From an optimization exercise on the open Yosys and OpenROAD flow, aimed at small area; shortcuts taken in it are not production practice.
In this exercise RTL edits were held to simulation tests only and were not proved equivalent to the original.
Power and IR drop assume default switching activity.

## eeprom93c86_ctrl
module eeprom93c86_ctrl (
    input  wire        clk,
    input  wire        rst,           
    input  wire        host_we,
    input  wire [2:0]  host_addr,
    input  wire [31:0] host_wdata,
    output reg  [31:0] host_rdata,
    output reg         ee_cs,
    output reg         ee_clk,
    output reg         ee_di,
    output reg         ee_cs_oe,
    output reg         ee_clk_oe,
    output reg         ee_di_oe,
    input  wire        ee_do,
    output wire [31:0] pinmap
);
    reg [15:0] addr_reg;
    reg [15:0] data_reg;
    reg [7:0]  result_reg;
    reg [31:0] pinmap_reg;
    reg        st_busy, st_to, st_init, st_ovr, st_noinit, st_illop;
    reg [6:0]  c;       
    reg [4:0]  b;       
    reg [21:0] S;       
    reg        rd;      
    reg        pl;      
    assign pinmap = pinmap_reg;
    wire [2:0] op = host_wdata[2:0];
    wire accept = host_we && host_addr == 3'd0 && !st_busy && op != 3'd7;
    wire c0   = (c == 7'b0000000);
    wire c1   = (c == 7'b0000001);
    wire c50  = (c == 7'b1010110);
    wire c51  = (c == 7'b0101100);
    wire c52  = (c == 7'b1011000);
    wire c102 = (c == 7'b1011010);
    wire send     = !(b[4] && (b[3] || rd));             
    wire recv     = rd && b[4] && !b[3];                 
    wire b24      = b[4] && b[3] && !b[1] && !b[0];
    wire poll     = b[4] && b[3] && b[0];                
    wire b26      = b[4] && b[3] && b[1];                
    wire tmo      = (S[20:8] == 13'b0110110000010);      
    wire lfsr_fb  = ~(S[20] ^ S[11] ^ S[10] ^ S[8]);
    wire di_step  = st_busy && c0 && send;
    wire sh_send  = di_step;
    wire sh_recv  = st_busy && c51 && recv;
    wire sh_poll  = st_busy && c50 && poll;
    wire deselect = st_busy && ((c0 && b24 && !pl) || (c0 && poll && tmo) || b26);
    always @(*) begin
        case (host_addr)
  ...
clock: 20.0 ns
lec_check: 0
cap_margin: 20
core_margin: 2
core_utilization: 75
slew_margin: 20
standard.sh (not shown) runs the stock make flow with config.mk's settings and CLKGATE_MAP_FILE= SYNTH_SCRIPT=/design/flow/synth_recipe.tcl, a recipe that flattens the netlist after the stock synthesis.
==> flow/flow/run.sh <==
#!/bin/bash
# The standard layout, with two changes:
#  - ABC maps for area only (no buffering / upsizing for the 0.01 pF output load,
#    which the port buffers isolate anyway);
#  - a smaller clock tree (clkbuf_4 leaves, no dummy loads);
#  - the port buffers are buf_1 instead of the default clkdlybuf4s50_1.
set -e
rm -rf scripts_local
cp -r "$FLOW_HOME/scripts" scripts_local
cp flow/abc_area.script scripts_local/abc_area.script
export SCRIPTS_DIR="$PWD/scripts_local"
export ABC_AREA=1
export CTS_ARGS="-sink_clustering_enable -sink_clustering_size 60 -sink_clustering_max_diameter 150 -buf_list sky130_fd_sc_hd__clkbuf_4 -root_buf sky130_fd_sc_hd__clkbuf_8 -dont_use_dummy_load -repair_clock_nets"
export BUFFER_PORTS_ARGS="-buffer_cell sky130_fd_sc_hd__buf_1"
bash standard.sh > standard.log 2>&1
==> flow/flow/abc_area.script <==
strash
dch -f
amap
strash
dch -f
amap
topo
dnsize -c
The baseline ran to the end with no violations.
Rerun with:
--- a/flow/flow/run.sh
+++ b/flow/flow/run.sh
@@ -5 +5 @@
-#  - a smaller clock tree (clkbuf_4 leaves, no dummy loads);
+#  - a smaller clock tree (clkbuf_8, large sink clusters, no dummy loads);
@@ -13 +13 @@
-export CTS_ARGS="-sink_clustering_enable -sink_clustering_size 60 -sink_clustering_max_diameter 150 -buf_list sky130_fd_sc_hd__clkbuf_4 -root_buf sky130_fd_sc_hd__clkbuf_8 -dont_use_dummy_load -repair_clock_nets"
+export CTS_ARGS="-sink_clustering_enable -sink_clustering_size 60 -sink_clustering_max_diameter 150 -buf_list sky130_fd_sc_hd__clkbuf_8 -root_buf sky130_fd_sc_hd__clkbuf_8 -dont_use_dummy_load -repair_clock_nets"
Settings changed: CORE_UTILIZATION 75 to 60.
=> The new run ran to the end with no violations; design area is higher by a few percent; synthesized cell count stays the same; worst setup slack improves by 260 ps; via count shrinks by a few percent; non-clock buffer count does not change; total power came out higher by a little under a tenth; clock power went up by a quarter to a third.

* * *

Another version of the RTL of eeprom93c86_ctrl (not shown whole).
For scale: about 670 cells after synthesis, about 120 flip-flops, about 110 I/O pins, ~0.0055 sq mm of cells after synthesis.
export LEC_CHECK = 0
export CAP_MARGIN = 20
export CORE_MARGIN = 2
export CORE_UTILIZATION = 70
export CTS_BUF_LIST = sky130_fd_sc_hd__clkbuf_4
export CTS_CLUSTER_DIAMETER = 60
export CTS_CLUSTER_SIZE = 30
export SLEW_MARGIN = 20
create_clock -name core_clock -period 20.0 [get_ports {clk}]
run.sh (not shown) runs the stock make flow with config.mk's settings and CLKGATE_MAP_FILE= SYNTH_SCRIPT=/design/flow/synth_recipe.tcl, a recipe that flattens the netlist after the stock synthesis.
Stock flow here: none of the scripts above is used.
The starting point finished with timing, DRC and antenna clean.
Then changed:
Settings changed: CORE_UTILIZATION 70 to 40, CTS_BUF_LIST sky130_fd_sc_hd__clkbuf_4 to not set, CTS_CLUSTER_DIAMETER 60 to not set, CTS_CLUSTER_SIZE 30 to not set.
The new run produced a clean layout.
Worst hold slack is worse by 14 ps.
First-iteration DRC count decreases by 46%.
Register-to-register slack improves by 90 ps.
Wire length is lower by 1.3%.

* * *

build 9:
The RTL this note starts from:
==> flow/design.v <==
module eeprom93c86_ctrl (
    input  wire        clk,
    input  wire        rst,           
    input  wire        host_we,
    input  wire [2:0]  host_addr,
    input  wire [31:0] host_wdata,
    output reg  [31:0] host_rdata,
    output wire        ee_cs,
    output reg         ee_clk,
    output reg         ee_di,
    output reg         ee_cs_oe,
    output reg         ee_clk_oe,
    output reg         ee_di_oe,
    input  wire        ee_do,
    output wire [31:0] pinmap
);
    reg [15:0] addr_n;
    reg [15:0] data_n;
    reg [7:0]  result_n;
    wire [15:0] addr_reg = ~addr_n;
    wire [15:0] data_reg = ~data_n;
    wire [7:0]  result_reg = ~result_n;
    reg [31:0] pinmap_reg;
    reg        st_busy, st_to, st_init, st_ovr, st_noinit, st_illop;
    reg [6:0]  c;       
    reg [4:0]  b;       
    reg [20:0] S;       
    reg        lg;      
    reg        pl;      
    assign pinmap = pinmap_reg;
    wire [2:0] op = host_wdata[2:0];
    wire rd = lg && !pl;                                
    wire accept = host_we && host_addr == 3'd0 && !st_busy && op != 3'd7;
    wire c0   = (c == 7'b0000000);
    wire c1   = (c == 7'b0000001);
    wire c50  = (c == 7'b1010110);
    wire c51  = (c == 7'b0101100);
    wire c52  = (c == 7'b1011000);
    wire c102 = (c == 7'b1011010);
    wire cfg      = b == 5'd1;
    wire startbit = b == 5'd2;
    wire send     = !(b[4] && (b[3] || rd));             
    wire recv     = rd && b[4] && !b[3];                 
    wire b24      = b[4] && b[3] && !b[1] && !b[0];
    wire poll     = b[4] && b[3] && b[0];                
    wire b26      = b[4] && b[3] && b[1];                
    wire tmo      = (S[20:8] == 13'b0110110000010);      
    wire lfsr_fb  = ~(S[20] ^ S[11] ^ S[10] ^ S[8]);
    wire di_step  = st_busy && c0 && send;
    wire sh_send  = di_step && !startbit;
    wire sh_recv  = st_busy && c51 && recv;
    wire sh_poll  = st_busy && c50 && poll;
    assign ee_cs = st_busy && !cfg;
    wire deselect = st_busy && ((c0 && b24 && !pl) || (c0 && poll && tmo) || b26);
    wire r_addr = host_addr == 3'd1, r_data = host_addr == 3'd2, r_res = host_addr == 3'd3,
         r_stat = host_addr == 3'd4, r_pin  = host_addr == 3'd5;
    always @(*)
        host_rdata = ({32{r_pin}} & pinmap_reg)
                   | {16'd0, {16{r_addr}} & addr_reg}
                   | {16'd0, {16{r_data}} & data_reg}
                   | {24'd0, {8{r_res}} & result_reg}
                   | {26'd0, {6{r_stat}} & {st_illop, st_noinit, st_ovr, st_init, st_to, st_busy}};
    wire        shortc = !op[0] && op != 3'd6;           
    wire [20:0] S_load = {
        !op[2] && !op[0],                                
        op == 3'd2 || op == 3'd4,                        
        shortc ? addr_reg[10] : (op == 3'd1 || op == 3'd3),
        shortc ? addr_reg[9]  : (op == 3'd1 || op == 3'd5),
        addr_reg[8:0],
        (op == 3'd4 || op == 3'd5) ? data_reg[7:0] : 8'd0
    };
    wire sh_hi = !accept && (sh_send || sh_recv || sh_poll);
    wire sh_lo = !accept && (sh_send || sh_recv);
    wire ho_hi = !accept && !(sh_send || sh_recv || sh_poll);
    wire ho_lo = !accept && !(sh_send || sh_recv);
    wire [20:0] S_prev = {S[19:8], sh_poll ? lfsr_fb : S[7], S[6:0], rd && ee_do};
    wire [20:0] S_sh   = {{13{sh_hi}}, {8{sh_lo}}};
    wire [20:0] S_ho   = {{13{ho_hi}}, {8{ho_lo}}};
    always @(posedge clk) begin
        S <= ({21{accept}} & S_load) | (S_sh & S_prev) | (S_ho & S);
        if (accept) begin
            c  <= 7'b1100101;                              
            b  <= 5'd1;
            lg <= op == 3'd0 || op == 3'd4 || op == 3'd5;
            pl <= op[2] ^ op[1];                             
        end else begin
            if (c102 || (poll && c50) || (c0 && b24))
                c <= 7'd0;
            else
                c <= {c[5:0], ~(c[6] ^ c[5])};
            if (c102 || (c0 && (b24 || (poll && ee_do))))
                b <= (b + 5'd1) | {1'b0, startbit && !lg, 3'b000};    
        end
    end
    always @(posedge clk) begin
        if (rst) begin
            addr_n     <= 16'hffff;
            data_n     <= 16'hffff;
            result_n   <= 8'hff;
            pinmap_reg <= 32'd0;
            st_busy    <= 1'b0;
            st_to      <= 1'b0;
            st_init    <= 1'b0;
            st_ovr     <= 1'b0;
            st_noinit  <= 1'b0;
            st_illop   <= 1'b0;
            ee_clk     <= 1'b0;
            ee_di      <= 1'b0;
            ee_cs_oe   <= 1'b0;
            ee_clk_oe  <= 1'b0;
            ee_di_oe   <= 1'b0;
        end else begin
            ee_cs_oe  <= ee_cs_oe | st_busy;
            ee_clk_oe <= ee_cs_oe;
            ee_di_oe  <= ee_clk_oe;
            if (di_step)
                ee_di <= startbit | S[20];
            if (st_busy && ((c1 && send) || (c0 && recv)))
                ee_clk <= 1'b1;
            else if (c52)
                ee_clk <= 1'b0;
            if (deselect) begin
                result_n   <= ~S[7:0];
                st_to      <= poll;
                st_busy    <= 1'b0;
            end
            if (host_we) begin
                case (host_addr)
                    3'd0: begin
                        if (st_busy) begin
                            st_ovr <= 1'b1;
                        end else if (op == 3'd7) begin
                            st_illop <= 1'b1;
                        end else begin
                            if (!st_init) st_noinit <= 1'b1;
                            st_to   <= 1'b0;
                            st_busy <= 1'b1;
                        end
                    end
                    3'd1: addr_n <= ~host_wdata[15:0];
                    3'd2: data_n <= ~host_wdata[15:0];
                    3'd4: begin
                        if (host_wdata[3]) st_ovr    <= 1'b0;
                        if (host_wdata[4]) st_noinit <= 1'b0;
                        if (host_wdata[5]) st_illop  <= 1'b0;
                    end
                    3'd5: begin
                        if (st_busy) begin
                            st_ovr <= 1'b1;
                        end else begin
                            pinmap_reg <= host_wdata;
                            st_init    <= 1'b1;
                        end
                    end
                    default: ;
                endcase
            end
        end
    end
endmodule
clock: 20.0 ns
lec_check: 0
cap_margin: 20
core_margin: 2
core_utilization: 72
slew_margin: 20
standard.sh (not shown) runs the stock make flow with config.mk's settings and CLKGATE_MAP_FILE= SYNTH_SCRIPT=/design/flow/synth_recipe.tcl, a recipe that flattens the netlist after the stock synthesis.
==> flow/flow/run.sh <==
#!/bin/bash
# The standard layout, with two changes:
#  - ABC maps for area only (no buffering / upsizing for the 0.01 pF output load,
#    which the port buffers isolate anyway);
#  - a smaller clock tree (clkbuf_4 leaves, no dummy loads);
#  - the port buffers are buf_1 instead of the default clkdlybuf4s50_1.
set -e
rm -rf scripts_local
cp -r "$FLOW_HOME/scripts" scripts_local
cp flow/abc_area.script scripts_local/abc_area.script
export SCRIPTS_DIR="$PWD/scripts_local"
export ABC_AREA=1
export CTS_ARGS="-sink_clustering_enable -sink_clustering_size 60 -sink_clustering_max_diameter 150 -buf_list sky130_fd_sc_hd__clkbuf_4 -root_buf sky130_fd_sc_hd__clkbuf_8 -dont_use_dummy_load -repair_clock_nets"
export BUFFER_PORTS_ARGS="-buffer_cell sky130_fd_sc_hd__buf_1"
bash standard.sh > standard.log 2>&1
==> flow/flow/abc_area.script <==
strash
&get -n
&deepsyn -T 180
&put
dch -f
amap
strash
dch -f
amap
topo
dnsize -c
Edits applied to the flow inputs when going from build 9 to trial 35:
==> flow/flow/abc_area.script <==
strash
&get -n
&deepsyn -T 60
&put
dch -f
amap
strash
dch -f
amap
topo
dnsize -c
Notes after the runs:
Reported for build 9 and trial 35, final cell count turned out identical to the last digit. Any difference in hold slack between build 9 and trial 35 is small enough to ignore. [compare] base=build 9 new=trial 35: portion of total power attributed to sequential cells ~0 delta; number of logic stages on the critical path including buffering did not really move; placeable core region was more or less identical; number of clock buffers in the layout saw little to no change. Reported for build 9 and trial 35, total net switching power turned out identical to the last digit. Comparing trial 35 with build 9, the initial standard-cell utilization of the core came out essentially unchanged.

## re-timing with driven ports
How much do the figures lean on ideal ports? The routed layouts below were timed once more, with nothing changed but the port constraints.
Step 1 assumes that a clkbuf_16 drives the clock port and a buf_2 every other input.
Step 2, shift: input delay + t, output delay - t, t = (earliest + latest rising clock arrival at the registers) / 2. This alone moves slack from input paths to output paths.
a / b / c = ideal ports / drivers / drivers and shift; a / b = the first two.
| run | shift t [ns] | slack for setup (ns) | worst setup path after step 2 | slew at the worst register clock pin (ns) |
|---|---|---|---|---|
| the first run of note 1 | 0.431 | 10.051 / 10.023 / 10.023 | input to output | 0.12 / 0.12 |
| the second run of note 1 | 0.449 | 10.307 / 10.284 / 10.284 | input to output | 0.07 / 0.07 |
| the first run of note 2 | 0.562 | 8.755 / 8.724 / 8.724 | input to output | 0.12 / 0.12 |
| the second run of note 2 | 0.458 | 8.650 / 8.610 / 8.610 | input to output | 0.06 / 0.06 |
| build 9 | 0.423 | 9.244 / 9.220 / 9.220 | input to output | 0.12 / 0.12 |
| trial 35 | 0.423 | 9.244 / 9.220 / 9.220 | input to output | 0.12 / 0.12 |
After both steps setup and hold are still met in every run listed. The setup slack of the second run of note 2, which loses most, moves by -0.040 ns with the drivers and by -0.040 ns with both steps.
